Context: an optimization exercise on an open-source flow, tuned for small area. The choices shown serve that exercise and are no tape-out recipe.
Where RTL was checked, it was by simulation tests only, not by an equivalence proof against the original.
Only the layout flow was run in run 6; the RTL was not checked for function there.
No run shown here takes its clock network from TritonCTS; it comes from the design's own scripts or RTL.
The clock input has no modelled driver; a real chip could not lean on it and would need a root buffer or a full tree.
Power and IR drop assume default switching activity.

--- design/flow/config.mk ---
export PLATFORM = sky130hd
export DESIGN_NAME = sduino_tta
export DESIGN_NICKNAME = sduino_tta
export VERILOG_FILES = /design/flow/design.v
export SDC_FILE = /design/flow/constraint.sdc
export NUM_CORES = 4
export LEC_CHECK = 0
export CAP_MARGIN = 20
export CORE_MARGIN = 2
export CORE_UTILIZATION = 80
export PLACE_DENSITY = 0.85
export SLEW_MARGIN = 20
--- design/flow/constraint.sdc ---
create_clock -name core_clock -period 10.0 [get_ports {clk}]
set_input_delay 2.0000 -clock core_clock [delete_from_list [all_inputs] [get_ports {clk}]]
set_output_delay 2.0000 -clock core_clock [all_outputs]
set_load 0.01 [all_outputs]
--- design/flow/design.v ---
module sduino_tta #(
    parameter integer F_CPU = 16000000
) (
    input  wire        clk,
    input  wire        rst,         
    input  wire        cmd_valid,
    input  wire [3:0]  cmd_op,
    input  wire [31:0] cmd_data,
    output reg         rsp_valid,
    output wire [31:0] rsp_data,
    output reg         rsp_err
);
    localparam [3:0] OP_MILLIS = 4'h1;
    localparam [3:0] OP_MICROS = 4'h2;
    localparam [3:0] OP_SET    = 4'h3;
    localparam [3:0] OP_TSTART = 4'h4;
    localparam [3:0] OP_TSTOP  = 4'h5;
    localparam [3:0] OP_IDIS   = 4'h6;
    localparam [3:0] OP_IEN    = 4'h7;
    reg [31:0] ovf;      
    reg        pend;     
    reg [13:0] tmr;      
    reg        uif, cen, gie;
    reg        sel_ms;   
    reg        sel_mi;   
    wire [7:0] cnt = tmr[13:6];
    wire tmr_last = &{tmr[13:9], tmr[6:0]};
    wire cnt_wrap = cen & tmr_last;
    wire tick_go  = uif & gie;
    wire [14:0] tc;
    wire [13:0] tmr_inc;
    assign tc[0] = cen;
    genvar i;
    generate
        for (i = 0; i < 14; i = i + 1) begin : g_tmr
            assign tmr_inc[i] = tmr[i] ^ tc[i];
            assign tc[i+1]    = tmr[i] & tc[i];
        end
    endgenerate
    wire [32:0] oc;
    wire [31:0] ovf_inc;
    assign oc[0] = pend;
    generate
        for (i = 0; i < 32; i = i + 1) begin : g_ovf
            assign ovf_inc[i] = ovf[i] ^ oc[i];
            assign oc[i+1]    = ovf[i] & oc[i];
        end
    endgenerate
    wire is_set = cmd_valid & (cmd_op == OP_SET);
    wire ovf_ld = is_set & ~rst;
    wire ovf_kp = ~is_set & ~rst;
    always @(posedge clk)
        ovf <= ({32{ovf_ld}} & cmd_data) | ({32{ovf_kp}} & ovf_inc);
    always @(posedge clk) begin
        if (rst) begin
            pend      <= 1'b0;
            tmr       <= 14'd0;
            uif       <= 1'b0;
            cen       <= 1'b0;
            gie       <= 1'b0;
            rsp_valid <= 1'b0;
        end else begin
            tmr  <= cnt_wrap ? 14'd0 : tmr_inc;
            pend <= tick_go & ~is_set;
            uif  <= cnt_wrap | (uif & ~tick_go);
            if (cmd_valid) begin
                case (cmd_op)
                    OP_TSTART: cen <= 1'b1;
                    OP_TSTOP:  cen <= 1'b0;
                    OP_IDIS:   gie <= 1'b0;
                    OP_IEN:    gie <= 1'b1;
                    default: ;
                endcase
            end
            rsp_valid <= cmd_valid;
        end
    end
    localparam integer K = 14;
    wire [29:0] xl = ovf_inc[29:0];
    wire        c  = uif & ~(&{cnt[7:3], cnt[0]});
    wire [K-2:0] pl;
    wire [K-1:0] pcl;
    assign pcl[0] = c;
    generate
        for (i = 0; i < K - 1; i = i + 1) begin : g_pl
            wire b = (i == 0) ? c : xl[i-1];
            assign pl[i]    = xl[i] ^ b ^ pcl[i];
            assign pcl[i+1] = (xl[i] & b) | (xl[i] & pcl[i]) | (b & pcl[i]);
        end
    endgenerate
    wire [K:0]   lk;
    wire [K:0]   le;
    wire [K-1:0] rl;
    assign rl[0] = cnt[0];
    assign lk[1] = 1'b0;
    generate
        for (i = 1; i < 8; i = i + 1) begin : g_rl
            wire a = cnt[i];
            wire b = ~pl[i-1];
            wire d = (i == 1) ? ~c : lk[i];
            assign rl[i]   = a ^ b ^ d;
            assign lk[i+1] = (a & b) | (a & d) | (b & d);
        end
    endgenerate
    assign le[8] = c;
    generate
        for (i = 8; i < K; i = i + 1) begin : g_rm
            wire a = xl[i-8];
            wire b = ~pl[i-1];
            wire s = a ^ b ^ le[i];
            assign le[i+1] = (a & b) | (a & le[i]) | (b & le[i]);
            assign rl[i]   = s ^ lk[i];
            assign lk[i+1] = s & lk[i];
        end
    endgenerate
    reg [K-1:0] r_lo;    
    reg         r_pc;    
    reg         r_cy;    
    wire cy_a = lk[K];
    wire cy_b = le[K];
    wire pc_x = pcl[K-1];
    wire n_cy = (cy_a & cy_b) | ((cy_a ^ cy_b) & ~pc_x);    
    wire n_pc = ~cy_a & ~cy_b & pc_x;                       
    always @(posedge clk) begin
        rsp_err <= cmd_op[3];
        sel_ms  <= (cmd_op == OP_MILLIS);
        sel_mi  <= (cmd_op == OP_MICROS);
        r_lo    <= rl;
        r_pc    <= n_pc;
        r_cy    <= n_cy;
    end
    wire [29:0] x = ovf[29:0];
    wire [29:K-1] ph;
    wire [29:K-1] pch;
    assign pch[K-1] = r_pc;
    generate
        for (i = K - 1; i < 29; i = i + 1) begin : g_ph
            assign ph[i]    = x[i] ^ x[i-1] ^ pch[i];
            assign pch[i+1] = (x[i] & x[i-1]) | (x[i] & pch[i]) | (x[i-1] & pch[i]);
        end
    endgenerate
    wire [30:K] hcy;
    wire [29:K] rh;
    assign hcy[K] = r_cy;
    generate
        for (i = K; i < 30; i = i + 1) begin : g_rh
            wire nb = ~ph[i-1];
            assign rh[i]    = x[i-8] ^ nb ^ hcy[i];
            assign hcy[i+1] = (x[i-8] & nb) | (x[i-8] & hcy[i]) | (nb & hcy[i]);
        end
    endgenerate
    wire [29:0] r = {rh, r_lo};
    assign rsp_data = ({32{sel_mi}} & {r, 2'b00}) | ({32{sel_ms}} & ovf);
endmodule
--- design/flow/flow/run.sh ---
#!/bin/bash
# The standard layout (standard.sh, synthesis included, unchanged) with
# two changes:
#  - the port buffers are sky130_fd_sc_hd__buf_1 (BUFFER_PORTS_ARGS);
#  - the clock tree is four clkbuf_16, one per quarter of the registers
#    (split by place), made by flow/cts_hook.tcl before CTS (PRE_CTS_TCL);
#    the clock port drives only these four buffers.
set -o pipefail
export BUFFER_PORTS_ARGS="-buffer_cell sky130_fd_sc_hd__buf_1"
export PRE_CTS_TCL="$(pwd)/flow/cts_hook.tcl"
bash standard.sh > flow_standard.log 2>&1
--- design/flow/flow/cts_hook.tcl ---
# Clock tree: the register clock pins are split into four groups by place
# (halves by x, then halves by y), and each group gets one clock buffer at
# its centre, driven straight from the clock net.  CTS itself is then
# replaced by setting the clock to propagated.
set cts_buf_cell [expr {[info exists ::env(CTS_LEAF_CELL)] ? $::env(CTS_LEAF_CELL) : "sky130_fd_sc_hd__clkbuf_8"}]
set block [ord::get_db_block]
set dbu [$block getDbUnitsPerMicron]
set sinks {}
foreach it [[$block findNet clk] getITerms] {
  set inst [$it getInst]
  set b [$inst getBBox]
  lappend sinks [list [expr {([$b xMin] + [$b xMax]) / 2.0 / $dbu}] \
                      [expr {([$b yMin] + [$b yMax]) / 2.0 / $dbu}] \
                      "[$inst getName]/[[$it getMTerm] getName]"]
}
proc cts_split {items idx} {
  set s [lsort -real -index $idx $items]
  set h [expr {[llength $s] / 2}]
  return [list [lrange $s 0 [expr {$h - 1}]] [lrange $s $h end]]
}
set groups {}
foreach half [cts_split $sinks 0] {
  foreach q [cts_split $half 1] { lappend groups $q }
}
set k 0
foreach g $groups {
  set xs 0.0; set ys 0.0; set pins {}
  foreach s $g {
    set xs [expr {$xs + [lindex $s 0]}]
    set ys [expr {$ys + [lindex $s 1]}]
    lappend pins [get_pins [lindex $s 2]]
  }
  set n [llength $g]
  set loc [list [expr {$xs / $n}] [expr {$ys / $n}]]
  set ib [insert_buffer -buffer_cell $cts_buf_cell -net clk -load_pins $pins -location $loc -buffer_name clkleaf$k]
  set nm [get_full_name $ib]
  set net [[[$block findInst $nm] findITerm X] getNet]
  $net setSigType CLOCK
  puts "clock leaf $nm at $loc drives [expr {[llength [$net getITerms]] - 1}] clock pins"
  incr k
}
puts "clock net clk now has [llength [[$block findNet clk] getITerms]] cell pins"
rename clock_tree_synthesis orig_clock_tree_synthesis
proc clock_tree_synthesis {args} {
  puts "clock tree: made by the PRE_CTS hook"
  set_propagated_clock [all_clocks]
}
--- design/flow/standard.sh ---
#!/bin/bash
# synth_recipe.tcl (not shown) runs the flow's synth.tcl, then flattens the netlist and writes it again
# the make line also repeats each setting of config.mk as NAME=value (left out here)
make -C /OpenROAD-flow-scripts/flow DESIGN_CONFIG=/design/flow/config.mk WORK_HOME=/design/flow/orfs CLKGATE_MAP_FILE= SYNTH_SCRIPT=/design/flow/synth_recipe.tcl "${@:-finish}"
==> run summary, run 1 <==
* # DRC at 0
* DR WL/cell at between 20 and 25 microns
* NumNets Final at ~570
* Total power at 516.0 uW
* Die footprint at approximately 6000 sq um
* Crit Path Category: reg2out
* Gr busiest metal: met2
* GRT Resource Usage Total at a little under two fifths
* CP dominant cell by count: fa_1
* P_sw at 137.9 uW
* Drt first pass iters at 4
* Synth cell types at 34
* Met1 Usage GRT at between 40% and 50%
* Combinational share of power at a little over 20%
* Final slew viol count at 0
* Post-CTS setup buffers at 0
* Status: finished clean
* First-pass GRT wire length at around 17000 microns
* Fin crit share at between 90% and 100%
* Post-Synthesis Mean Instance Area at between 10 and 15 sq um
* Startpoint Class: flip-flop
* Slowest stage delay, CP at around 0.46 ns
* Internal power at around 380 uW
* Final instance count without filler cells at roughly 490
* Initial core utilization at 83.87%
* Core ar. at just over 5000 sq um
* Lkg Pwr at 2.171 nW
* Final worst slack at 0.3627 ns
* Worst Path Arrival at approximately 7.6 ns
* Final Wtd Congestion at 0.8714
* Commonest cells post-synth: dfxtp_1, a22o_1, fa_1, inv_1, ha_1
* Register area at between 1000 and 1500 sq um
* Worst setup EP type: primary output
* Top Ports at 73
* Number of fill cells at 218
* Design Area, Final at 4693 sq um
* Layout cell share with drive strength beyond 1 at 3.073%
* Synth area leader: dfxtp_1
* Cell Area, Synth at roughly 4300 sq um
* Placed instance area at between 4000 and 5000 sq um
* Detailed Route WL at between 10000 and 15000 microns
* Hold Buf Count CTS at 0
* Mapped Nets at roughly 510
* Initial antenna violation count at 0
* Met3 usage at 4.419%
* Worst-path cell chain: inv_1 -> fa_1 -> inv_1 -> fa_1 -> inv_1 -> fa_1 -> fa_1 -> fa_1 -> fa_1 -> fa_1 -> fa_1 -> fa_1 -> fa_1 -> fa_1 -> fa_1 -> fa_1 -> fa_1 -> inv_1 -> fa_1 -> fa_1 -> o21ai_0 -> buf_1
* Seq pwr share at 58.3%
* Max Cap Viol at 0
* Post-synthesis cell count at between 300 and 400
* Top cell type's share of synthesized area at ~32%
* Skew final at around 0.014 ns
* Worst Tran Pin Value at ~1.2 ns
* Post-Place Setup Slack at between 0.4 and 0.5 ns
* CP max stage cell: fa_1
* Critical path required time at about 8.0 ns
* FFs w/ async S/R, synth at 0%
* Site Rows at 26
* First DRT Iteration DRCs at 202
* Pwr dens at about 110 nW/um^2
* Final min period at roughly 9.6 ns
* Worst vdd ir at 0.1359 mV
* Die Y at between 70 and 80 microns
* Number of synthesized flops with an enable pin at 0
* Dpl cells at approximately 500
* Clock latency on the worst-skew pair at around 0.17 ns
* Post_cts resized at 0
* Synthesis warning total at 1
* Clock share of power at roughly a fifth
* Pin count of the biggest net entering global routing at 34
* GRT overflow at 0
* Clk pin slew, worst setup/hold paths at 0.11 ns
* Layout Area Growth over Synthesis at 8.192%
* # diodes at 0
* Final Hold Fails at 0
* Detailed-route via count at ~3100
* Setup violators final at 0
* Relative slew slack at roughly a fifth
* Count leader, synth: dfxtp_1
* Fin Hold WS at 0.3986 ns
* HP Class: reg2reg
* Post-synth top flop: dfxtp_1
* PortBufs at 72
* Routed Antenna Nets at 0
* Vias in the first global route at 3440
* Crit path max fanout at 4
* Sw frac at about a quarter
* Register area share after synthesis at about a third
* Die X at around 78 microns
* Hpwl dp at 8062 microns
* #FFs+latches synth at 70
* Fmax achieved at 103.8 MHz
* Area of the multi-input gates at ~2700 sq um
* Via density at around 6.3
* Synth top area cells: dfxtp_1, fa_1, ha_1
* Met2 Track Usage GR at between 60% and 70%
==> layer usage <==
metal,routed length (microns),up-vias
met1,3929,1520
met3,697,64
met5,0,-
li1,-,1353
met4,650,0
met2,5510,175
==> worst max-delay path, delay by kind of cell (launching register included) <==
| family | cells | cell delay (ns) |
|---|---|---|
| flops | 1 | 0.39 |
| buf+inv | 5 | 0.45 |
| compound gates | 1 | 0.18 |
| fa+ha+maj | 16 | 6.43 |
==> state kept, by name, summed over array words and instances (netlist names) <==
signal,count
r_pc,1
ovf,32
tmr,14
rsp_err,1
r_cy,1
r_lo,14
sel_ms,1
cen,1
rsp_valid,1
pend,1
gie,1
sel_mi,1
uif,1
==> cell usage in the layout, fill, tap and decap left out, types with 2 or more instances in the layout <==
master / instances
nor2_1: 3
inv_1: 54
nand2_1: 6
nor2b_1: 2
ha_1: 53
fa_1: 54
buf_1: 71
o21ai_0: 4
xnor2_1: 2
clkbuf_8: 4
dfxtp_4: 2
and2_1: 16
xor2_1: 4
dfxtp_1: 67
a22o_1: 58
nand4_1: 2
==> cell families after synthesis <==
kind of cell	synth area share, %
XOR/XNOR	1.731
AO/OA/AOI/OAI	13.35
buffers and inverters	6.403
AND/OR/NAND/NOR	5.509
multiplexers	0.4903
adder cells (fa/ha/maj)	40.21
flip-flops	32.30
==> worst paths after layout <==
kind           start      endpoint  slack [ns]  cells after the start
min           tmr[6]       r_lo[0]        0.40                      0
max reg2reg  tmr[12]          r_cy        2.40                     24
min reg2reg   tmr[6]       r_lo[0]        0.40                      0
max          ovf[12]  rsp_data[30]        0.36                     22
==> power groups by stage <==
stage	logic, mW	registers [mW]	clock network [mW]
global placement	0.0937	0.307	0
floorplan	0.0717	0.303	0
detailed placement	0.101	0.307	0
finish	0.106	0.301	0.109
CTS	0.103	0.301	0.108
global route	0.122	0.302	0.118
==> final cells by class, without the clock buffers <==
type,instances,area share (%)
multi-input cells,222,56.65
flip-flops and latches,70,30.05
repair buffers,73,5.945
inverters,54,4.319
well taps,70,1.866
==> metrics by stage <==
step	TNS [ns]	util (%)
2_1_floorplan	0	-
3_3_place_gp	0	89.48
3_5_place_dp	0	89.48
4_1_cts	0	90.54
5_1_grt	-0.006205	90.74
6_report	0	90.74
==> inputs of run 2 (changes only) <==
--- a/design/flow/flow/cts_hook.tcl
+++ b/design/flow/flow/cts_hook.tcl
@@ -4,3 +4,3 @@
 # replaced by setting the clock to propagated.
-set cts_buf_cell [expr {[info exists ::env(CTS_LEAF_CELL)] ? $::env(CTS_LEAF_CELL) : "sky130_fd_sc_hd__clkbuf_8"}]
+set cts_buf_cell [expr {[info exists ::env(CTS_LEAF_CELL)] ? $::env(CTS_LEAF_CELL) : "sky130_fd_sc_hd__clkbuf_16"}]
 set block [ord::get_db_block]
@@ -21,5 +21,7 @@
 set groups {}
-foreach half [cts_split $sinks 0] {
-  foreach q [cts_split $half 1] { lappend groups $q }
-}
+set s [lsort -real -index 0 $sinks]
+set m [llength $s]
+set a [expr {$m / 3}]
+set b [expr {2 * $m / 3}]
+lappend groups [lrange $s 0 [expr {$a - 1}]] [lrange $s $a [expr {$b - 1}]] [lrange $s $b end]
 set k 0
--- a/design/flow/config.mk
+++ b/design/flow/config.mk
@@ -9,4 +9,3 @@
 export CORE_MARGIN = 2
-export CORE_UTILIZATION = 80
-export PLACE_DENSITY = 0.85
+export CORE_UTILIZATION = 40
 export SLEW_MARGIN = 20
==> run summary, run 2 <==
* Status: finished clean
* First DRT Iteration DRCs at 97 (-52%)
* XOR/XNOR share of the synthesized area at 1.731% (unchanged)
* Site Rows at 38 (+46%)
* Via density at 4.996 (-21%)
* Clk pin slew, worst setup/hold paths at 0.10 ns (about the same)
* # DRC at 0 (unchanged)
* Pin count of the biggest net entering global routing at 34 (unchanged)
* Largest family of logic cells by synthesized area: adder cells
* #FFs+latches synth at 70 (unchanged)
* Post-Synth Simple-Gate Area at 5.509% (unchanged)
* Adder-cell share of the synthesized area at 40.21% (unchanged)
* Mapped Nets at 505 (unchanged)
* Post-synth top flop: dfxtp_1
* GRT overflow at 0 (unchanged)
* FFs w/ async S/R, synth at 0% (unchanged)
* PortBufs at 72 (unchanged)
* Worst setup EP type: primary output
* Synth top area cells: dfxtp_1, fa_1, ha_1
* # diodes at 0 (unchanged)
* Setup violators final at 0 (unchanged)
* Detailed-route via count at 2808 (-9.8%)
* Routed Antenna Nets at 0 (unchanged)
* Final slew viol count at 0 (unchanged)
* Lkg Pwr at 2.179 nW (+0.36%)
* Largest registers: ovf x32, r_lo x14, tmr x14
* Startpoint Class: flip-flop
* Layout Area Growth over Synthesis at 10.61%
* Final worst slack at 0.3972 ns (+0.03458 ns)
* Post-Place Setup Slack at 0.3957 ns (-0.04403 ns)
* Hpwl dp at 7525 microns (-6.7%)
* Skew final at 0.01500 ns (+0.001260 ns)
* Post-synthesis compound-gate area fraction at 13.35% (unchanged)
* Count leader, synth: dfxtp_1
* Clock latency on the worst-skew pair at 0.16 ns (about the same)
* Relative slew slack at 31.87% (+11 points)
* Post-synthesis cell count at 359 (unchanged)
* Fin crit share at 96.03% (-0.35 points)
* Max reg flops at 32 (unchanged)
* HP Class: reg2reg
* Register area share after synthesis at 32.30% (unchanged)
* Placed instance area at 4716 sq um (+1.9%)
* Synth cell types at 34 (unchanged)
* GRT Resource Usage Total at 16.20% (-21 points)
* Cell Area, Synth at 4338 sq um (unchanged)
* Crit Path Category: reg2out
* Top reg by flops: ovf
* Hold Buf Count CTS at 0 (unchanged)
* Post-synthesis mux area share at 0.4903% (unchanged)
* Fmax achieved at 104.1 MHz (+0.36%)
* Commonest cells post-synth: dfxtp_1, a22o_1, fa_1, inv_1, ha_1
* Design Area, Final at 4798 sq um (+2.2%)
* Fin Hold WS at 0.3892 ns (-0.009432 ns)
* Synth area leader: dfxtp_1
* Pwr dens at 110.7 nW/um^2 (+0.72%)
* Initial core utilization at 40.55% (-43 points)
* Worst Path Arrival at 7.60 ns (-0.04 ns)
* DR WL/cell at 16.57 microns (-24%)
* Worst vdd ir at 0.05225 mV (-62%)
* Setup TNS at 0 ns (unchanged)
* Worst Tran Pin Value at 1.021 ns (-0.1702 ns)
* Detailed Route WL at 9310 microns (-14%)
* Top cell type's share of synthesized area at 32.30% (unchanged)
* Final min period at 9.603 ns (-0.03458 ns)
* Most used cells in the layout excluding fill and tap cells: buf_1, dfxtp_1, a22o_1
* Die Y at 108.1 microns (+39%)
* Initial antenna violation count at 0 (unchanged)
* Layout cell share with drive strength beyond 1 at 2.844% (-0.23 points)
* Commonest non-fill, non-tap cell in the layout: buf_1
* Final Wtd Congestion at 0.8407 (-3.5%)
* NumNets Final at 570 (-0.18%)
* Crit path max fanout at 5 (+1)
* Final Hold Fails at 0 (unchanged)
* Drt first pass iters at 4 (unchanged)
* Max Cap Viol at 0 (unchanged)
* Die footprint at 11690 sq um (+94%)
* Critical path required time at 8.00 ns (about the same)
* Post-Synthesis Mean Instance Area at 12.08 sq um (unchanged)
* Number of synthesized flops with an enable pin at 0 (unchanged)
* Core ar. at 10700 sq um (+110%)
* Synthesis warning total at 1 (unchanged)
* Die X at 108.1 microns (+39%)
* Top Ports at 73 (unchanged)
* First-pass GRT wire length at 15000 microns (-11%)
* Vias in the first global route at 3039 (-12%)
* Utilization after layout at 44.85% (-46 points)
* RSZ-0062 raised after global routing: no
==> run 2: cell counts after synthesis <==
Identical to the previous run, type by type.
==> run 2: cell families (layout without fill, tap and decap cells) <==
logic type	after synthesis	in the layout
AOI/OAI and AO/OA	68	68
xor gates and xnor gates	7	7
adders and majority gates	107	107
buffers and inverters	67	130
DFF	70	70
muxes	2	2
and+or+nand+nor	38	38
==> run 2: report_power, final <==
| group | switching, mW | leakage (nW) | internal (mW) |
|---|---|---|---|
| logic | 0.0542 | 1.57 | 0.0476 |
| clock network | 0.0732 | 0.0370 | 0.0551 |
| registers | 0.00894 | 0.570 | 0.292 |
| total | 0.136 | 2.18 | 0.395 |
==> run 2: worst paths after layout <==
kind                            startpoint  cells past startpoint           end  slack, ns
worst min register to register      tmr[6]                      0       r_lo[0]       0.39
worst min-delay path                tmr[6]                      0       r_lo[0]       0.39
worst max register to register     tmr[10]                     24          r_cy       2.69
worst max-delay path               ovf[13]                     24  rsp_data[31]       0.40
==> run 2: area by class of cell, without the clock buffers <==
type / count / area, sq um
tap: 140 / 175.2
inverter: 54 / 202.7
sequential: 70 / 1408
multi-input combinational: 222 / 2659
fill: 1047 / 5899
timing repair buffer: 73 / 279.0
==> run 2: stage by stage <==
step	power (mW)	instances
6_report	0.5314	562
3_3_place_gp	0.4071	559
5_1_grt	0.5621	562
2_1_floorplan	0.3752	359
4_1_cts	0.5390	562
3_5_place_dp	0.4104	559
==> run 2: layer usage <==
layer  global-route usage, %  share of wire, %  up-vias
li1                        -                 -     1342
met1                   20.93                44     1398
met2                   30.41                50       59
met3                   1.808               4.4        9
met4                   1.099              0.87        0
met5                       0                 0        -
==> run 2: what timing repair did <==
action / 4_1_cts / 5_1_grt
endpoints found under the setup margin: 0 / 2
buffers inserted: 0 / 0
gates resized for setup: 0 / 5
endpoints found under the hold margin: 0 / 0
==> run 2: worst max-delay path: stages (launching register included) <==
cell and delay [ns]:
dfxtp_4 0.40, inv_1 0.07, fa_1 0.45, inv_1 0.08
fa_1 0.15, inv_1 0.05, fa_1 0.41, fa_1 0.44
fa_1 0.44, fa_1 0.44, fa_1 0.42, fa_1 0.44
fa_1 0.44, fa_1 0.43, fa_1 0.43, fa_1 0.42
fa_1 0.45, fa_1 0.41, inv_1 0.09, fa_1 0.20
fa_1 0.20, xor2_1 0.20, xnor2_1 0.09, o21ai_1 0.14
clkbuf_2 0.15
==> inputs of run 3 (changes only) <==
--- a/design/flow/config.mk
+++ b/design/flow/config.mk
@@ -9,3 +9,4 @@
 export CORE_MARGIN = 2
-export CORE_UTILIZATION = 40
+export CORE_UTILIZATION = 65
+export PLACE_DENSITY = 0.75
 export SLEW_MARGIN = 20
==> run summary, run 3 <==
* Status: finished clean
* First DRT Iteration DRCs at 78 (-20%)
* Fin Hold WS at 0.3872 ns (-0.001941 ns)
* Synth area leader: dfxtp_1
* Most used cells in the layout excluding fill and tap cells: buf_1, dfxtp_1, a22o_1
* # diodes at 0 (unchanged)
* DR WL/cell at 16.76 microns (+1.1%)
* FFs w/ async S/R, synth at 0% (unchanged)
* Commonest cells post-synth: dfxtp_1, a22o_1, fa_1, inv_1, ha_1
* Worst-path cell chain: inv_1 -> fa_1 -> inv_1 -> fa_1 -> inv_1 -> fa_1 -> fa_1 -> fa_1 -> fa_1 -> fa_1 -> fa_1 -> fa_1 -> fa_1 -> fa_1 -> fa_1 -> fa_1 -> fa_1 -> inv_1 -> fa_1 -> fa_1 -> xor2_1 -> xnor2_1 -> o21ai_0 -> buf_1
* # DRC at 0 (unchanged)
* Post-CTS setup buffers at 0 (unchanged)
* Pwr dens at 112.0 nW/um^2 (+1.2%)
* Number of synthesized flops with an enable pin at 0 (unchanged)
* Post-Synthesis Mean Instance Area at 12.08 sq um (unchanged)
* Fmax achieved at 105.0 MHz (+0.80%)
* Final instance count without filler cells at 499 (-11%)
* Top cell type's share of synthesized area at 32.30% (unchanged)
* Die Y at 85.69 microns (-21%)
* XOR/XNOR share of the synthesized area at 1.731% (unchanged)
* Via density at 5.579 (+12%)
* Final Wtd Congestion at 0.8512 (+1.2%)
* Initial core utilization at 67.93% (+27 points)
* Mapped Nets at 505 (unchanged)
* Worst Path Arrival at 7.53 ns (-0.07 ns)
* Lkg Pwr at 2.176 nW (-0.17%)
* PortBufs at 72 (unchanged)
* Post-Place Setup Slack at 0.5125 ns (+0.1167 ns)
* Final Hold Fails at 0 (unchanged)
* Die footprint at 7343 sq um (-37%)
* Crit path max fanout at 5 (unchanged)
* Cell Area, Synth at 4338 sq um (unchanged)
* Post-synth top flop: dfxtp_1
* Count leader, synth: dfxtp_1
* Routed Antenna Nets at 0 (unchanged)
* Design Area, Final at 4716 sq um (-1.7%)
* Relative slew slack at 29.58% (-2.3 points)
* Top Ports at 73 (unchanged)
* Largest family of logic cells by synthesized area: adder cells
* Detailed Route WL at 8361 microns (-10%)
* Final slew viol count at 0 (unchanged)
* Max Cap Viol at 0 (unchanged)
* Fin crit share at 95.26% (-0.77 points)
* Number of fill cells at 469 (-55%)
* First-pass GRT wire length at 13940 microns (-7.0%)
* Startpoint Class: flip-flop
* Drt first pass iters at 4 (unchanged)
* Worst Tran Pin Value at 1.055 ns (+0.03427 ns)
* Final min period at 9.526 ns (-0.07672 ns)
* Post-Synth Simple-Gate Area at 5.509% (unchanged)
* Pin count of the biggest net entering global routing at 34 (unchanged)
* Setup TNS at 0 ns (unchanged)
* Layout Area Growth over Synthesis at 8.711%
* Synth top area cells: dfxtp_1, fa_1, ha_1
* Utilization after layout at 73.84% (+29 points)
* Post-synthesis compound-gate area fraction at 13.35% (unchanged)
* Placed instance area at 4637 sq um (-1.7%)
* Skew final at 0.01578 ns (+0.0007802 ns)
* Die X at 85.69 microns (-21%)
* Slowest stage delay, CP at 0.46 ns (about the same)
* Dpl cells at 496 (-11%)
* GRT overflow at 0 (unchanged)
* Worst setup EP type: primary output
* Clk pin slew, worst setup/hold paths at 0.10 ns (about the same)
* Layout cell share with drive strength beyond 1 at 2.607% (-0.24 points)
* Largest registers: ovf x32, r_lo x14, tmr x14
* Post-synthesis mux area share at 0.4903% (unchanged)
* Total power at 528.3 uW (-0.59%)
* Final worst slack at 0.4740 ns (+0.07672 ns)
* Register area at 1405 sq um (-0.18%)
* Synthesis warning total at 1 (unchanged)
* CP dominant cell by count: fa_1
* HP Class: reg2reg
* #FFs+latches synth at 70 (unchanged)
* Register area share after synthesis at 32.30% (unchanged)
* Hold Buf Count CTS at 0 (unchanged)
* Crit-path leading delay family: adder cells
* Clock latency on the worst-skew pair at 0.16 ns (about the same)
* NumNets Final at 570 (unchanged)
* Post-synthesis cell count at 359 (unchanged)
* Site Rows at 29 (-24%)
* Max reg flops at 32 (unchanged)
* Commonest non-fill, non-tap cell in the layout: buf_1
* RSZ-0062 raised after global routing: no
* Detailed-route via count at 2784 (-0.85%)
* Core ar. at 6386 sq um (-40%)
* Post_cts resized at 0 (unchanged)
* GRT Resource Usage Total at 24.00% (+7.8 points)
* Worst vdd ir at 0.1640 mV (+210%)
* Crit Path Category: reg2out
* Critical path required time at 8.00 ns (about the same)
* Top reg by flops: ovf
* Vias in the first global route at 2820 (-7.2%)
* Synth cell types at 34 (unchanged)
* Area of the multi-input gates at 2659 sq um (unchanged)
* Setup violators final at 0 (unchanged)
* Buffers & Inverters on Critical Path at 5 (unchanged)
* Initial antenna violation count at 0 (unchanged)
* Hpwl dp at 6737 microns (-10%)
* CP max stage cell: fa_1
* Adder-cell share of the synthesized area at 40.21% (unchanged)
## run 3: cell counts after synthesis
No cell type changed its count.
## run 3: kinds of logic after synthesis
logic type | Yosys count
buf+inv | 67
mux | 2
xor+xnor | 7
compound gates | 68
fa+ha+maj | 107
simple gates | 38
flops | 70
## run 3: layout make-up, without the clock buffers
type                    count  share of cell area [%]
multi-input cells         222                   56.38
repair buffers             73                   5.890
inverters                  54                   4.298
well taps                  77                   2.043
flip-flops and latches     70                   29.80
## run 3: worst register-to-register path, cell delays in order (launching register included)
cell and delay [ns]:
dfxtp_1 0.35, nand4_1 0.16, o21ai_0 0.20, inv_1 0.20, fa_1 0.20, inv_1 0.06
fa_1 0.44, fa_1 0.47, fa_1 0.47, fa_1 0.46, fa_1 0.42, inv_1 0.08
fa_1 0.38, inv_1 0.09, fa_1 0.17, inv_1 0.05, fa_1 0.45, fa_1 0.48
fa_1 0.47, fa_1 0.47, fa_1 0.56, inv_1 0.05, ha_1 0.22, ha_1 0.28
a21o_1 0.15
## run 3: final timing paths
| path | start | end | slack [ns] | cells past startpoint |
|---|---|---|---|---|
| worst max-delay path | ovf[13] | rsp_data[31] | 0.47 | 24 |
| worst min-delay path | tmr[6] | r_lo[0] | 0.39 | 0 |
| worst max register to register | tmr[11] | r_cy | 2.56 | 24 |
| worst min register to register | tmr[6] | r_lo[0] | 0.39 | 0 |
## run 3: per-layer routing
metal,global-route usage (%),vias to the layer above,share of wire (%)
li1,-,1344,-
met1,34.88,1363,43
met2,40.84,73,50
met3,3.176,4,6.0
met4,1.587,0,0.61
met5,0,-,0
## run 3: power breakdown
group / total [mW] / switching (mW) / internal, mW
Clock: 0.129 / 0.0743 / 0.0552
Combinational: 0.0982 / 0.0518 / 0.0465
Sequential: 0.301 / 0.00803 / 0.293
==> inputs of run 4 (changes only) <==
--- a/design/flow/flow/run.sh
+++ b/design/flow/flow/run.sh
@@ -4,5 +4,7 @@
 #  - the port buffers are sky130_fd_sc_hd__buf_1 (BUFFER_PORTS_ARGS);
-#  - the clock tree is four clkbuf_16, one per quarter of the registers
+#  - the clock tree is three clkbuf_16, one per third of the registers
 #    (split by place), made by flow/cts_hook.tcl before CTS (PRE_CTS_TCL);
-#    the clock port drives only these four buffers.
+#    the clock port drives only these three buffers.
+# All tool output goes to flow_standard.log here (ORFS keeps its per-step
+# logs under orfs/logs).
 set -o pipefail
--- a/design/flow/flow/cts_hook.tcl
+++ b/design/flow/flow/cts_hook.tcl
@@ -1,5 +1,6 @@
-# Clock tree: the register clock pins are split into four groups by place
-# (halves by x, then halves by y), and each group gets one clock buffer at
-# its centre, driven straight from the clock net.  CTS itself is then
-# replaced by setting the clock to propagated.
+# Clock tree: the register clock pins are split into three groups by place
+# (thirds by x), and each group gets one clock buffer at its centre, driven
+# straight from the clock net (so the clock port feeds three cell pins).
+# CTS itself is then replaced by setting the clock to propagated; the rest
+# of the CTS step (placement legalisation, timing repair) runs as usual.
 set cts_buf_cell [expr {[info exists ::env(CTS_LEAF_CELL)] ? $::env(CTS_LEAF_CELL) : "sky130_fd_sc_hd__clkbuf_16"}]
@@ -14,7 +15,2 @@
                       "[$inst getName]/[[$it getMTerm] getName]"]
-}
-proc cts_split {items idx} {
-  set s [lsort -real -index $idx $items]
-  set h [expr {[llength $s] / 2}]
-  return [list [lrange $s 0 [expr {$h - 1}]] [lrange $s $h end]]
 }
==> run summary, run 4 <==
* Die Y at 85.69 microns (unchanged)
* #FFs+latches synth at 70 (unchanged)
* Crit Path Category: reg2out
* Crit path max fanout at 5 (unchanged)
* P_sw at 134.1 uW (unchanged)
* Max reg flops at 32 (unchanged)
* Worst vdd ir at 0.1640 mV (unchanged)
* Clock share of power at 24.5% (about the same)
* Fin Hold WS at 0.3872 ns (unchanged)
* Sw frac at 25.38% (unchanged)
* Mapped Nets at 505 (unchanged)
* Synth top area cells: dfxtp_1, fa_1, ha_1
* Top Ports at 73 (unchanged)
* HP Class: reg2reg
* Pwr dens at 112.0 nW/um^2 (unchanged)
* Lkg Pwr at 2.176 nW (unchanged)
* DR WL/cell at 16.76 microns (unchanged)
* Worst Tran Pin Value at 1.055 ns (unchanged)
* Hpwl dp at 6737 microns (unchanged)
* Clock latency on the worst-skew pair at 0.16 ns (about the same)
* Crit-path leading delay family: adder cells
* Final Hold Fails at 0 (unchanged)
* Setup violators final at 0 (unchanged)
* Fin crit share at 95.26% (unchanged)
* Area of the multi-input gates at 2659 sq um (unchanged)
* RSZ-0062 raised after global routing: no
* Relative slew slack at 29.58% (unchanged)
* Internal power at 394.2 uW (unchanged)
* CP dominant cell by count: fa_1
* Worst Path Arrival at 7.53 ns (about the same)
* Top cell type's share of synthesized area at 32.30% (unchanged)
* Synth area leader: dfxtp_1
* Worst-path cell chain: inv_1 -> fa_1 -> inv_1 -> fa_1 -> inv_1 -> fa_1 -> fa_1 -> fa_1 -> fa_1 -> fa_1 -> fa_1 -> fa_1 -> fa_1 -> fa_1 -> fa_1 -> fa_1 -> fa_1 -> inv_1 -> fa_1 -> fa_1 -> xor2_1 -> xnor2_1 -> o21ai_0 -> buf_1
* Synthesis warning total at 1 (unchanged)
* Core ar. at 6386 sq um (unchanged)
* Layout Area Growth over Synthesis at 8.711% (unchanged)
* Top reg by flops: ovf
* Most used cells in the layout excluding fill and tap cells: buf_1, dfxtp_1, a22o_1
* Post-Synthesis Mean Instance Area at 12.08 sq um (unchanged)
* Combinational share of power at 18.6% (about the same)
* Die X at 85.69 microns (unchanged)
* Detailed Route WL at 8361 microns (unchanged)
* Via density at 5.579 (unchanged)
* Count leader, synth: dfxtp_1
* Number of synthesized flops with an enable pin at 0 (unchanged)
* Final slew viol count at 0 (unchanged)
* Register area at 1405 sq um (unchanged)
* First-pass GRT wire length at 13940 microns (unchanged)
* Post_cts resized at 0 (unchanged)
* Final Wtd Congestion at 0.8512 (unchanged)
* Critical path required time at 8.00 ns (about the same)
* # diodes at 0 (unchanged)
* Seq pwr share at 56.9% (about the same)
* CP max stage cell: fa_1
* Largest registers: ovf x32, r_lo x14, tmr x14
* Number of fill cells at 469 (unchanged)
* Drt first pass iters at 4 (unchanged)
* Initial antenna violation count at 0 (unchanged)
* Clk pin slew, worst setup/hold paths at 0.10 ns (about the same)
* Initial core utilization at 67.93% (unchanged)
* Site Rows at 29 (unchanged)
* Die footprint at 7343 sq um (unchanged)
* Worst setup EP type: primary output
* Startpoint Class: flip-flop
* GRT Resource Usage Total at 24.00% (unchanged)
* Cell Area, Synth at 4338 sq um (unchanged)
* Vias in the first global route at 2820 (unchanged)
* Routed Antenna Nets at 0 (unchanged)
* R2R Setup Slk at 2.56 ns (about the same)
* Post-CTS setup buffers at 0 (unchanged)
* Register area share after synthesis at 32.30% (unchanged)
* Slowest stage delay, CP at 0.46 ns (about the same)
* Skew final at 0.01578 ns (unchanged)
* Fmax achieved at 105.0 MHz (unchanged)
* # DRC at 0 (unchanged)
* Critical Path Start: ovf[13]
* FFs w/ async S/R, synth at 0% (unchanged)
* Synth cell types at 34 (unchanged)
* Layout cell share with drive strength beyond 1 at 2.607% (unchanged)
* GRT overflow at 0 (unchanged)
* PortBufs at 72 (unchanged)
* Post-synthesis cell count at 359 (unchanged)
* Buffers & Inverters on Critical Path at 5 (unchanged)
* Max Cap Viol at 0 (unchanged)
* Commonest cells post-synth: dfxtp_1, a22o_1, fa_1, inv_1, ha_1
* Commonest non-fill, non-tap cell in the layout: buf_1
* Hold Buf Count CTS at 0 (unchanged)
* Final min period at 9.526 ns (unchanged)
* Status: finished clean
* First DRT Iteration DRCs at 78 (unchanged)
* Detailed-route via count at 2784 (unchanged)
* NumNets Final at 570 (unchanged)
* Min-delay src: tmr[6]
* Post-synth top flop: dfxtp_1
* FF-to-FF Start: tmr[11]
* Setup TNS at 0 ns (unchanged)
* Pin count of the biggest net entering global routing at 34 (unchanged)
run 4: cell counts after synthesis:
No cell type changed its count.
run 4: worst reg2reg max path, cell delays in order (launching register included):
cell and delay (ns):
dfxtp_1 0.35, nand4_1 0.16, o21ai_0 0.20, inv_1 0.20
fa_1 0.20, inv_1 0.06, fa_1 0.44, fa_1 0.47
fa_1 0.47, fa_1 0.46, fa_1 0.42, inv_1 0.08
fa_1 0.38, inv_1 0.09, fa_1 0.17, inv_1 0.05
fa_1 0.45, fa_1 0.48, fa_1 0.47, fa_1 0.47
fa_1 0.56, inv_1 0.05, ha_1 0.22, ha_1 0.28
a21o_1 0.15
run 4: final timing paths:
check	endpoint	cells past startpoint
hold / removal	r_lo[0]	0
setup / recovery	rsp_data[31]	24
setup reg to reg	r_cy	24
hold reg to reg	r_lo[0]	0
run 4: cell families after synthesis:
logic type / share of synthesized area [%]
DFF: 32.30
AOI/OAI and AO/OA: 13.35
buffers and inverters: 6.403
xor gates and xnor gates: 1.731
and+or+nand+nor: 5.509
adders and majority gates: 40.21
muxes: 0.4903
run 4: area by class of cell, without the clock buffers:
type                       instances  area share [%]
tap                               77           2.043
multi-input combinational        222           56.38
sequential                        70           29.80
inverter                          54           4.298
timing repair buffer              73           5.890
run 4: metrics by stage:
step	cells	util [%]	worst slack, ns	power (mW)	instance area, sq um
finish	499	73.84	0.4740	0.5283	4716
global route	499	73.84	0.03386	0.5615	4716
CTS	499	73.79	0.3145	0.5350	4712
detailed placement	496	72.61	0.5125	0.4069	4637
global placement	496	72.61	0.6673	0.4025	4637
floorplan	359	-	0.8531	0.3752	4338
run 4: power groups by stage:
stage	sequential (mW)	clock (mW)	combinational (mW)
4_1_cts	0.301	0.134	0.100
3_5_place_dp	0.307	0	0.0994
5_1_grt	0.302	0.144	0.115
6_report	0.301	0.129	0.0982
2_1_floorplan	0.303	0	0.0717
3_3_place_gp	0.307	0	0.0958
run 4: routing by layer:
| metal | global-route usage (%) | vias to the layer above | routed length [microns] |
|---|---|---|---|
| li1 | - | 1344 | - |
| met1 | 34.88 | 1363 | 3632 |
| met2 | 40.84 | 73 | 4178 |
| met3 | 3.176 | 4 | 498 |
| met4 | 1.587 | 0 | 51 |
| met5 | 0 | - | 0 |
==> inputs of run 5 (changes only) <==
==> design/flow/flow/run.sh (replaced) <==
#!/bin/bash
# The standard layout (standard.sh, synthesis included, unchanged) with
# two changes:
#  - the port buffers are sky130_fd_sc_hd__buf_1 (BUFFER_PORTS_ARGS);
#  - the clock tree is four clkbuf_8, one per quarter of the registers
#    (split by place), made by flow/cts_hook.tcl before CTS (PRE_CTS_TCL);
#    the clock port drives only these four buffers.
set -o pipefail
export BUFFER_PORTS_ARGS="-buffer_cell sky130_fd_sc_hd__buf_1"
export PRE_CTS_TCL="$(pwd)/flow/cts_hook.tcl"
bash standard.sh > flow_standard.log 2>&1
--- a/design/flow/flow/cts_hook.tcl
+++ b/design/flow/flow/cts_hook.tcl
@@ -1,7 +1,8 @@
-# Clock tree: the register clock pins are split into three groups by place
-# (thirds by x), and each group gets one clock buffer at its centre, driven
-# straight from the clock net (so the clock port feeds three cell pins).
-# CTS itself is then replaced by setting the clock to propagated; the rest
-# of the CTS step (placement legalisation, timing repair) runs as usual.
-set cts_buf_cell [expr {[info exists ::env(CTS_LEAF_CELL)] ? $::env(CTS_LEAF_CELL) : "sky130_fd_sc_hd__clkbuf_16"}]
+# Clock tree: the register clock pins are split into four groups by place
+# (halves by x, then halves by y), and each group gets one clock buffer at
+# its centre, driven straight from the clock net (so the clock port feeds
+# four cell pins).  CTS itself is then replaced by setting the clock to
+# propagated; the rest of the CTS step (placement legalisation, timing
+# repair) runs as usual.
+set cts_buf_cell [expr {[info exists ::env(CTS_LEAF_CELL)] ? $::env(CTS_LEAF_CELL) : "sky130_fd_sc_hd__clkbuf_8"}]
 set block [ord::get_db_block]
@@ -16,8 +17,11 @@
 }
+proc cts_split {items idx} {
+  set s [lsort -real -index $idx $items]
+  set h [expr {[llength $s] / 2}]
+  return [list [lrange $s 0 [expr {$h - 1}]] [lrange $s $h end]]
+}
 set groups {}
-set s [lsort -real -index 0 $sinks]
-set m [llength $s]
-set a [expr {$m / 3}]
-set b [expr {2 * $m / 3}]
-lappend groups [lrange $s 0 [expr {$a - 1}]] [lrange $s $a [expr {$b - 1}]] [lrange $s $b end]
+foreach half [cts_split $sinks 0] {
+  foreach q [cts_split $half 1] { lappend groups $q }
+}
 set k 0
==> run summary, run 5 <==
* Fmax achieved at 104.8 MHz (-0.18%)
* Initial antenna violation count at 0 (unchanged)
* # diodes at 0 (unchanged)
* First-pass GRT wire length at 13810 microns (-0.99%)
* RSZ-0062 raised after global routing: no
* Die X at 85.69 microns (unchanged)
* Relative slew slack at 27.32% (-2.3 points)
* Worst setup EP type: primary output
* Post-CTS setup buffers at 0 (unchanged)
* Detailed-route via count at 2767 (-0.61%)
* FFs w/ async S/R, synth at 0% (unchanged)
* HP Class: reg2reg
* GRT overflow at 0 (unchanged)
* Synth cell types at 34 (unchanged)
* Skew final at 0.01519 ns (-0.0005894 ns)
* R2R Setup Slk at 2.56 ns (about the same)
* Top reg by flops: ovf
* Fin crit share at 95.43% (+0.17 points)
* Pin count of the biggest net entering global routing at 34 (unchanged)
* Largest registers: ovf x32, r_lo x14, tmr x14
* Clk pin slew, worst setup/hold paths at 0.10 ns (about the same)
* Dpl cells at 496 (unchanged)
* Worst r2r path cells at 24 (unchanged)
* Post-Place Setup Slack at 0.5125 ns (unchanged)
* Worst Tran Pin Value at 1.089 ns (+0.03382 ns)
* Detailed Route WL at 8323 microns (-0.45%)
* Final slew viol count at 0 (unchanged)
* Utilization after layout at 73.53% (-0.31 points)
* Post-Synthesis Mean Instance Area at 12.08 sq um (unchanged)
* Max Cap Viol at 0 (unchanged)
* Commonest cells post-synth: dfxtp_1, a22o_1, fa_1, inv_1, ha_1
* Crit path max fanout at 5 (unchanged)
* Setup TNS at 0 ns (unchanged)
* Hpwl dp at 6737 microns (unchanged)
* Number of fill cells at 475 (+1.3%)
* Worst R2R End: r_cy
* Area of the multi-input gates at 2659 sq um (unchanged)
* Top Ports at 73 (unchanged)
* Synth area leader: dfxtp_1
* Crit Path Category: reg2out
* Post-synth top flop: dfxtp_1
* Vias in the first global route at 2814 (-0.21%)
* Die footprint at 7343 sq um (unchanged)
* Critical Path Start: ovf[13]
* Max reg flops at 32 (unchanged)
* Lkg Pwr at 2.167 nW (-0.38%)
* Register area at 1405 sq um (unchanged)
* Initial core utilization at 67.93% (unchanged)
* Final instance count without filler cells at 500 (+0.20%)
* Final Wtd Congestion at 0.8512 (unchanged)
* FF-to-FF Start: tmr[10]
* Clock latency on the worst-skew pair at 0.17 ns (about the same)
* Startpoint Class: flip-flop
* Final worst slack at 0.4571 ns (-0.01690 ns)
* Most used cells in the layout excluding fill and tap cells: buf_1, dfxtp_1, a22o_1
* PortBufs at 72 (unchanged)
* Core ar. at 6386 sq um (unchanged)
* First DRT Iteration DRCs at 90 (+15%)
* Drt first pass iters at 4 (unchanged)
* Critical Path End: rsp_data[30]
* Die Y at 85.69 microns (unchanged)
* # DRC at 0 (unchanged)
* Number of synthesized flops with an enable pin at 0 (unchanged)
* Via density at 5.534 (-0.81%)
* Final min period at 9.543 ns (+0.01690 ns)
* Status: finished clean
* Count leader, synth: dfxtp_1
* GRT Resource Usage Total at 23.69% (-0.31 points)
* Layout cell share with drive strength beyond 1 at 2.837% (+0.23 points)
* NumNets Final at 571 (+0.18%)
* Worst vdd ir at 0.1035 mV (-37%)
* Commonest non-fill, non-tap cell in the layout: buf_1
* Setup violators final at 0 (unchanged)
* Top cell type's share of synthesized area at 32.30% (unchanged)
* Mapped Nets at 505 (unchanged)
* #FFs+latches synth at 70 (unchanged)
* Register area share after synthesis at 32.30% (unchanged)
* DR WL/cell at 16.65 microns (-0.65%)
* Site Rows at 29 (unchanged)
* Pwr dens at 108.1 nW/um^2 (-3.5%)
* Synthesis warning total at 1 (unchanged)
* Critical path required time at 8.00 ns (about the same)
* Post-synthesis cell count at 359 (unchanged)
* Final Hold Fails at 0 (unchanged)
* Worst Path Arrival at 7.54 ns (about the same)
* Routed Antenna Nets at 0 (unchanged)
* Synth top area cells: dfxtp_1, fa_1, ha_1
* Layout Area Growth over Synthesis at 8.249%
* Cell Area, Synth at 4338 sq um (unchanged)
[run 5: cell counts after synthesis]
Identical to the previous run, type by type.
[run 5: area by class of cell, without the clock buffers]
class	instances	area share, %
Multi-Input combinational cell	222	56.62
Sequential cell	70	29.92
Timing Repair Buffer	73	5.915
Inverter	54	4.317
Tap cell	77	2.052
[run 5: timing repair]
item,4_1_cts,5_1_grt
hold buffers,0,0
resized for setup,0,2
setup endpoints to repair,0,1
endpoints found under the hold margin,0,0
[run 5: logic make-up (layout without fill, tap and decap cells)]
logic type / count (synthesis) / in the layout / share of synthesized area (%)
adder cells (fa/ha/maj): 107 / 107 / 40.21
flip-flops: 70 / 70 / 32.30
multiplexers: 2 / 2 / 0.4903
AND/OR/NAND/NOR: 38 / 38 / 5.509
buffers and inverters: 67 / 131 / 6.403
AO/OA/AOI/OAI: 68 / 68 / 13.35
XOR/XNOR: 7 / 7 / 1.731
[run 5: worst max-delay path, cell delays in order, from the launching register on]
cell and delay [ns]:
dfxtp_2 0.41, inv_1 0.08, fa_1 0.46, inv_1 0.08, fa_1 0.15, inv_1 0.05
fa_1 0.42, fa_1 0.42, fa_1 0.43, fa_1 0.43, fa_1 0.44, fa_1 0.43
fa_1 0.43, fa_1 0.44, fa_1 0.43, fa_1 0.43, fa_1 0.43, fa_1 0.39
inv_1 0.09, fa_1 0.19, fa_1 0.42, o21ai_0 0.17, buf_1 0.17
[run 5: stage by stage]
stage | hold WS (ns) | power, mW | area [sq um]
3_5_place_dp | 0.3774 | 0.4069 | 4637
5_1_grt | 0.3969 | 0.5380 | 4696
6_report | 0.3881 | 0.5075 | 4696
2_1_floorplan | 0.3558 | 0.3752 | 4338
4_1_cts | 0.3919 | 0.5128 | 4692
3_3_place_gp | 0.3769 | 0.4025 | 4637
[run 5: worst min-delay path by stage]
stage,startpoint,endpoint,slack (ns),cells past startpoint
global placement,tmr[6],r_lo[0],0.38,0
global route,tmr[6],r_lo[0],0.40,0
CTS,tmr[6],r_lo[0],0.39,0
finish,tmr[6],r_lo[0],0.39,0
detailed placement,tmr[6],r_lo[0],0.38,0
floorplan,tmr[6],r_lo[0],0.36,0
[run 5: routing by layer]
metal | part of all wire [%] | up-vias | GRT usage [%]
met2 | 49 | 60 | 40.27
met5 | 0 | - | 0
met4 | 1.0 | 0 | 2.453
li1 | - | 1342 | -
met1 | 45 | 1359 | 34.11
met3 | 5.0 | 6 | 3.080
[run 5: power breakdown]
part | switching (mW) | total, mW | internal [mW]
clock network | 0.0712 | 0.109 | 0.0373
registers | 0.00805 | 0.301 | 0.293
logic | 0.0518 | 0.0983 | 0.0465
total | 0.131 | 0.508 | 0.376
==> inputs of run 6 (changes only) <==
--- a/design/flow/design.v
+++ b/design/flow/design.v
@@ -62,3 +62,3 @@
         end else begin
-            tmr  <= cnt_wrap ? 14'd0 : tmr_inc;
+            tmr  <= tmr_last ? 14'd0 : tmr_inc;
             pend <= tick_go & ~is_set;
@@ -80,7 +80,7 @@
     wire        c  = uif & ~(&{cnt[7:3], cnt[0]});
-    wire [K-2:0] pl;
-    wire [K-1:0] pcl;
+    wire [K-1:0] pl;
+    wire [K:0]   pcl;
     assign pcl[0] = c;
     generate
-        for (i = 0; i < K - 1; i = i + 1) begin : g_pl
+        for (i = 0; i < K; i = i + 1) begin : g_pl
             wire b = (i == 0) ? c : xl[i-1];
@@ -116,9 +116,17 @@
     reg [K-1:0] r_lo;    
+    reg         r_pk;    
     reg         r_pc;    
     reg         r_cy;    
-    wire cy_a = lk[K];
-    wire cy_b = le[K];
-    wire pc_x = pcl[K-1];
-    wire n_cy = (cy_a & cy_b) | ((cy_a ^ cy_b) & ~pc_x);    
-    wire n_pc = ~cy_a & ~cy_b & pc_x;                       
+    wire [1:0] cy2 = {1'b0, lk[K]} + {1'b0, le[K]};
+    wire [2:0] t3  = {1'b0, cy2} + {2'b00, ~pl[K-1]} - {1'b0, pcl[K], 1'b0} + 3'd2;  
+    reg        n_pk, n_pc, n_cy;
+    always @(*) begin
+        case (t3)
+            3'd4:    begin n_cy = 1'b1; n_pk = 1'b0; n_pc = 1'b0; end
+            3'd3:    begin n_cy = 1'b0; n_pk = 1'b0; n_pc = 1'b0; end
+            3'd2:    begin n_cy = 1'b0; n_pk = 1'b1; n_pc = 1'b0; end
+            3'd1:    begin n_cy = 1'b0; n_pk = 1'b0; n_pc = 1'b1; end
+            default: begin n_cy = 1'b0; n_pk = 1'b1; n_pc = 1'b1; end
+        endcase
+    end
     always @(posedge clk) begin
@@ -128,2 +136,3 @@
         r_lo    <= rl;
+        r_pk    <= n_pk;
         r_pc    <= n_pc;
@@ -133,6 +142,7 @@
     wire [29:K-1] ph;
-    wire [29:K-1] pch;
-    assign pch[K-1] = r_pc;
+    wire [29:K]   pch;
+    assign ph[K-1] = r_pk;
+    assign pch[K]  = r_pc;
     generate
-        for (i = K - 1; i < 29; i = i + 1) begin : g_ph
+        for (i = K; i < 29; i = i + 1) begin : g_ph
             assign ph[i]    = x[i] ^ x[i-1] ^ pch[i];
==> design/flow/flow/run.sh (replaced) <==
#!/bin/bash
# The standard layout (standard.sh, synthesis included, unchanged) with
# two changes:
#  - the port buffers are sky130_fd_sc_hd__buf_1 (BUFFER_PORTS_ARGS);
#  - the clock tree is four clock buffers, one per quarter of the
#    registers, made by flow/cts_hook.tcl before CTS (PRE_CTS_TCL).
set -o pipefail
export BUFFER_PORTS_ARGS="-buffer_cell sky130_fd_sc_hd__buf_1"
export PRE_CTS_TCL="$(pwd)/flow/cts_hook.tcl"
export CTS_LEAF_CELL=sky130_fd_sc_hd__clkbuf_8
bash standard.sh > flow_standard.log 2>&1
--- a/design/flow/flow/cts_hook.tcl
+++ b/design/flow/flow/cts_hook.tcl
@@ -2,7 +2,5 @@
 # (halves by x, then halves by y), and each group gets one clock buffer at
-# its centre, driven straight from the clock net (so the clock port feeds
-# four cell pins).  CTS itself is then replaced by setting the clock to
-# propagated; the rest of the CTS step (placement legalisation, timing
-# repair) runs as usual.
-set cts_buf_cell [expr {[info exists ::env(CTS_LEAF_CELL)] ? $::env(CTS_LEAF_CELL) : "sky130_fd_sc_hd__clkbuf_8"}]
+# its centre, driven straight from the clock net.  CTS itself is then
+# replaced by setting the clock to propagated.
+set cts_buf_cell [expr {[info exists ::env(CTS_LEAF_CELL)] ? $::env(CTS_LEAF_CELL) : "sky130_fd_sc_hd__clkbuf_4"}]
 set block [ord::get_db_block]
--- a/design/flow/config.mk
+++ b/design/flow/config.mk
@@ -9,4 +9,3 @@
 export CORE_MARGIN = 2
-export CORE_UTILIZATION = 65
-export PLACE_DENSITY = 0.75
+export CORE_UTILIZATION = 40
 export SLEW_MARGIN = 20
==> run summary, run 6 <==
* Status: finished clean
* Most used cells in the layout excluding fill and tap cells: buf_1, dfxtp_1, fa_1
* Startpoint Class: flip-flop
* Layout cell share with drive strength beyond 1 at 10.79% (+8.0 points)
* Top cell type's share of synthesized area at 32.16% (-0.14 points)
* Min-delay src: tmr[6]
* Commonest cells post-synth: dfxtp_1, fa_1, ha_1, inv_1, a22o_1
* Post-Synthesis Mean Instance Area at 12.52 sq um (+3.6%)
* Met2 Track Usage GR at 29.64% (-11 points)
* Crit path max fanout at 4 (-1)
* Post-synthesis cell count at 353 (-1.7%)
* Worst Tran Pin Value at 1.091 ns (+0.002218 ns)
* Die footprint at 11910 sq um (+62%)
* Crit Path Category: reg2out
* Site Rows at 38 (+31%)
* Lkg Pwr at 2.167 nW (about the same)
* #FFs+latches synth at 71 (+1.4%)
* # diodes at 0 (unchanged)
* Post-CTS setup buffers at 0 (unchanged)
* Initial antenna violation count at 0 (unchanged)
* Core ar. at 10790 sq um (+69%)
* Drt first pass iters at 4 (unchanged)
* Cell Area, Synth at 4419 sq um (+1.9%)
* Critical path required time at 8.00 ns (about the same)
* NumNets Final at 565 (-1.1%)
* Hpwl dp at 7660 microns (+14%)
* Sw frac at 25.50% (-0.32 points)
* Pwr dens at 103.3 nW/um^2 (-4.4%)
* Hold Buf Count CTS at 0 (unchanged)
* Worst setup EP type: primary output
* Post-Place Setup Slack at 0.3824 ns (-0.1301 ns)
* GRT overflow at 0 (unchanged)
* Pin count of the biggest net entering global routing at 34 (unchanged)
* Worst hold stages at 0 (unchanged)
* Combinational share of power at 15.3% (-4.1 points)
* Setup TNS at 0 ns (unchanged)
* Seq pwr share at 62.1% (+2.9 points)
* GRT Resource Usage Total at 16.46% (-7.2 points)
* Met3 usage at 2.032% (-1.0 points)
* Mapped Nets at 499 (-1.2%)
* PortBufs at 72 (unchanged)
* Skew final at 0.01705 ns (+0.001856 ns)
* Worst Hold End: r_lo[0]
* Via density at 5.016 (-9.4%)
* Detailed-route via count at 2794 (+0.98%)
* Detailed Route WL at 9463 microns (+14%)
* Max reg flops at 32 (unchanged)
* Relative slew slack at 27.27% (-0.049 points)
* Fmax achieved at 104.5 MHz (-0.28%)
* Vias in the first global route at 3081 (+9.5%)
* Setup violators final at 0 (unchanged)
* FF-to-FF Start: tmr[12]
* Clk pin slew, worst setup/hold paths at 0.12 ns (+0.02 ns)
* Gr busiest metal: met2
* Worst vdd ir at 0.05118 mV (-51%)
* Worst R2R End: r_pc
* Die Y at 109.1 microns (+27%)
* Final slew viol count at 0 (unchanged)
* Die X at 109.1 microns (+27%)
* Final min period at 9.569 ns (+0.02644 ns)
* Fin crit share at 95.69% (+0.26 points)
* DR WL/cell at 16.99 microns (+2.1%)
* Internal power at 372.7 uW (-1.0%)
* Commonest non-fill, non-tap cell in the layout: buf_1
* Number of synthesized flops with an enable pin at 0 (unchanged)
* Initial core utilization at 40.95% (-27 points)
* Largest registers: ovf x32, r_lo x14, tmr x14
* HP Class: reg2reg
* FFs w/ async S/R, synth at 0% (unchanged)
* Worst Path Arrival at 7.57 ns (+0.03 ns)
* Synthesis warning total at 1 (unchanged)
* First-pass GRT wire length at 15330 microns (+11%)
* Register area share after synthesis at 32.16% (-0.14 points)
* RSZ-0062 raised after global routing: no
* Final worst slack at 0.4306 ns (-0.02644 ns)
* Clock latency on the worst-skew pair at 0.17 ns (about the same)
* Routed Antenna Nets at 0 (unchanged)
* Met1 Usage GRT at 21.54% (-13 points)
* Post-synth top flop: dfxtp_1
* # DRC at 0 (unchanged)
* Top Ports at 73 (unchanged)
* Final Hold Fails at 0 (unchanged)
* Clock share of power at 22.5% (+1.1 points)
* Top reg by flops: ovf
* Synth cell types at 34 (unchanged)
* R2R Setup Slk at 1.73 ns (-0.83 ns)
* Final Wtd Congestion at 0.8033 (-5.6%)
* Count leader, synth: dfxtp_1
* Synth area leader: dfxtp_1
* First DRT Iteration DRCs at 122 (+36%)
* Max Cap Viol at 0 (unchanged)
* P_sw at 127.6 uW (-2.6%)
* Synth top area cells: dfxtp_1, fa_1, ha_1
* Worst r2r path cells at 26 (+8.3%)
* Layout Area Growth over Synthesis at 9.626%
[run 6: cell count changes in the layout (fill, tap and decap cells not counted), moves of 2 or more]
cell and delta:
and2_1 +2, nor3_1 +3, a21oi_1 +2, and4_1 +3
a22o_1 -28, nand2_1 -3, inv_1 -9, a22o_2 +29
fa_2 +2, o21ai_0 -3
[run 6: timing repair]
action                                 4_1_cts  5_1_grt
gates resized for setup                      0        7
setup endpoints to repair                    0        1
endpoints found under the hold margin        0        0
[run 6: per-layer routing]
metal / vias up / share of wire (%)
met5: - / 0
li1: 1337 / -
met3: 13 / 4.8
met4: 0 / 1.5
met2: 66 / 50
met1: 1378 / 44
[run 6: how the worst max path moves through the flow]
stage                   endpoint  slack, ns  startpoint
floorplan           rsp_data[31]       0.73     ovf[14]
global placement    rsp_data[31]       0.48     ovf[13]
detailed placement  rsp_data[31]       0.38     ovf[14]
CTS                 rsp_data[31]       0.16     ovf[14]
global route        rsp_data[31]       0.06     ovf[13]
finish              rsp_data[31]       0.43     ovf[13]
[run 6: stage by stage]
stage / util (%) / instances / instance area [sq um] / hold WS (ns) / power (mW)
after floorplan: - / 353 / 4419 / 0.3501 / 0.3682
final: 44.89 / 557 / 4845 / 0.3836 / 0.5003
after global placement: 44.26 / 553 / 4777 / 0.3705 / 0.3940
after CTS: 44.77 / 557 / 4832 / 0.3903 / 0.5080
after global routing: 44.89 / 557 / 4845 / 0.3995 / 0.5307
after detailed placement: 44.26 / 553 / 4777 / 0.3744 / 0.3954
[run 6: layout make-up, without the clock buffers]
class / count / area, sq um
Sequential cell: 71 / 1428
Fill cell: 1032 / 5948
Timing Repair Buffer: 73 / 279.0
Multi-Input combinational cell: 224 / 2739
Inverter: 45 / 168.9
Tap cell: 140 / 175.2
[run 6: logic make-up after synthesis]
logic type / share of synthesized area [%]
XOR/XNOR: 1.699
AND/OR/NAND/NOR: 5.804
flip-flops: 32.16
buffers and inverters: 5.974
AO/OA/AOI/OAI: 14.24
multiplexers: 0.4813
adder cells (fa/ha/maj): 39.64
[run 6: power groups by stage]
stage | logic [mW] | registers [mW] | clock network [mW]
after floorplan | 0.0554 | 0.313 | 0
final | 0.0767 | 0.311 | 0.113
after CTS | 0.0782 | 0.311 | 0.119
after global placement | 0.0765 | 0.317 | 0
after global routing | 0.0909 | 0.313 | 0.127
after detailed placement | 0.0776 | 0.318 | 0
[run 6: critical path: stages (launching register included)]
cell	delay, ns
dfxtp_4	0.39
fa_1	0.46
fa_1	0.50
inv_1	0.05
fa_1	0.38
fa_1	0.43
fa_1	0.43
fa_1	0.43
fa_2	0.38
fa_1	0.43
fa_1	0.43
fa_1	0.42
fa_1	0.42
fa_1	0.43
fa_1	0.43
fa_2	0.38
fa_1	0.41
xor2_1	0.18
xnor2_1	0.14
o21ai_1	0.12
clkbuf_2	0.15

## port drivers added, routing unchanged
How much do the figures lean on ideal ports? The routed layouts below were timed once more, with nothing changed but the port constraints.
Step 1 assumes that a clkbuf_16 drives the clock port and a buf_2 every other input.
Step 2, shift: input delay + t, output delay - t, t = (earliest + latest rising clock arrival at the registers) / 2. This alone moves slack from input paths to output paths.
a / b / c = no drivers / after step 1 / after step 2; a / b = the first two.
run | shift t [ns] | setup slack, ns | worst setup path after step 2
run 1 | 0.222 | 0.363 / 0.303 / 0.525 | register to output
run 2 | 0.214 | 0.397 / 0.339 / 0.553 | register to output
run 3 | 0.215 | 0.474 / 0.413 / 0.628 | register to output
run 4 | 0.215 | 0.474 / 0.413 / 0.628 | register to output
run 5 | 0.222 | 0.457 / 0.396 / 0.618 | register to output
run 6 | 0.228 | 0.431 / 0.368 / 0.596 | register to output
After both steps every run listed still meets setup and hold.
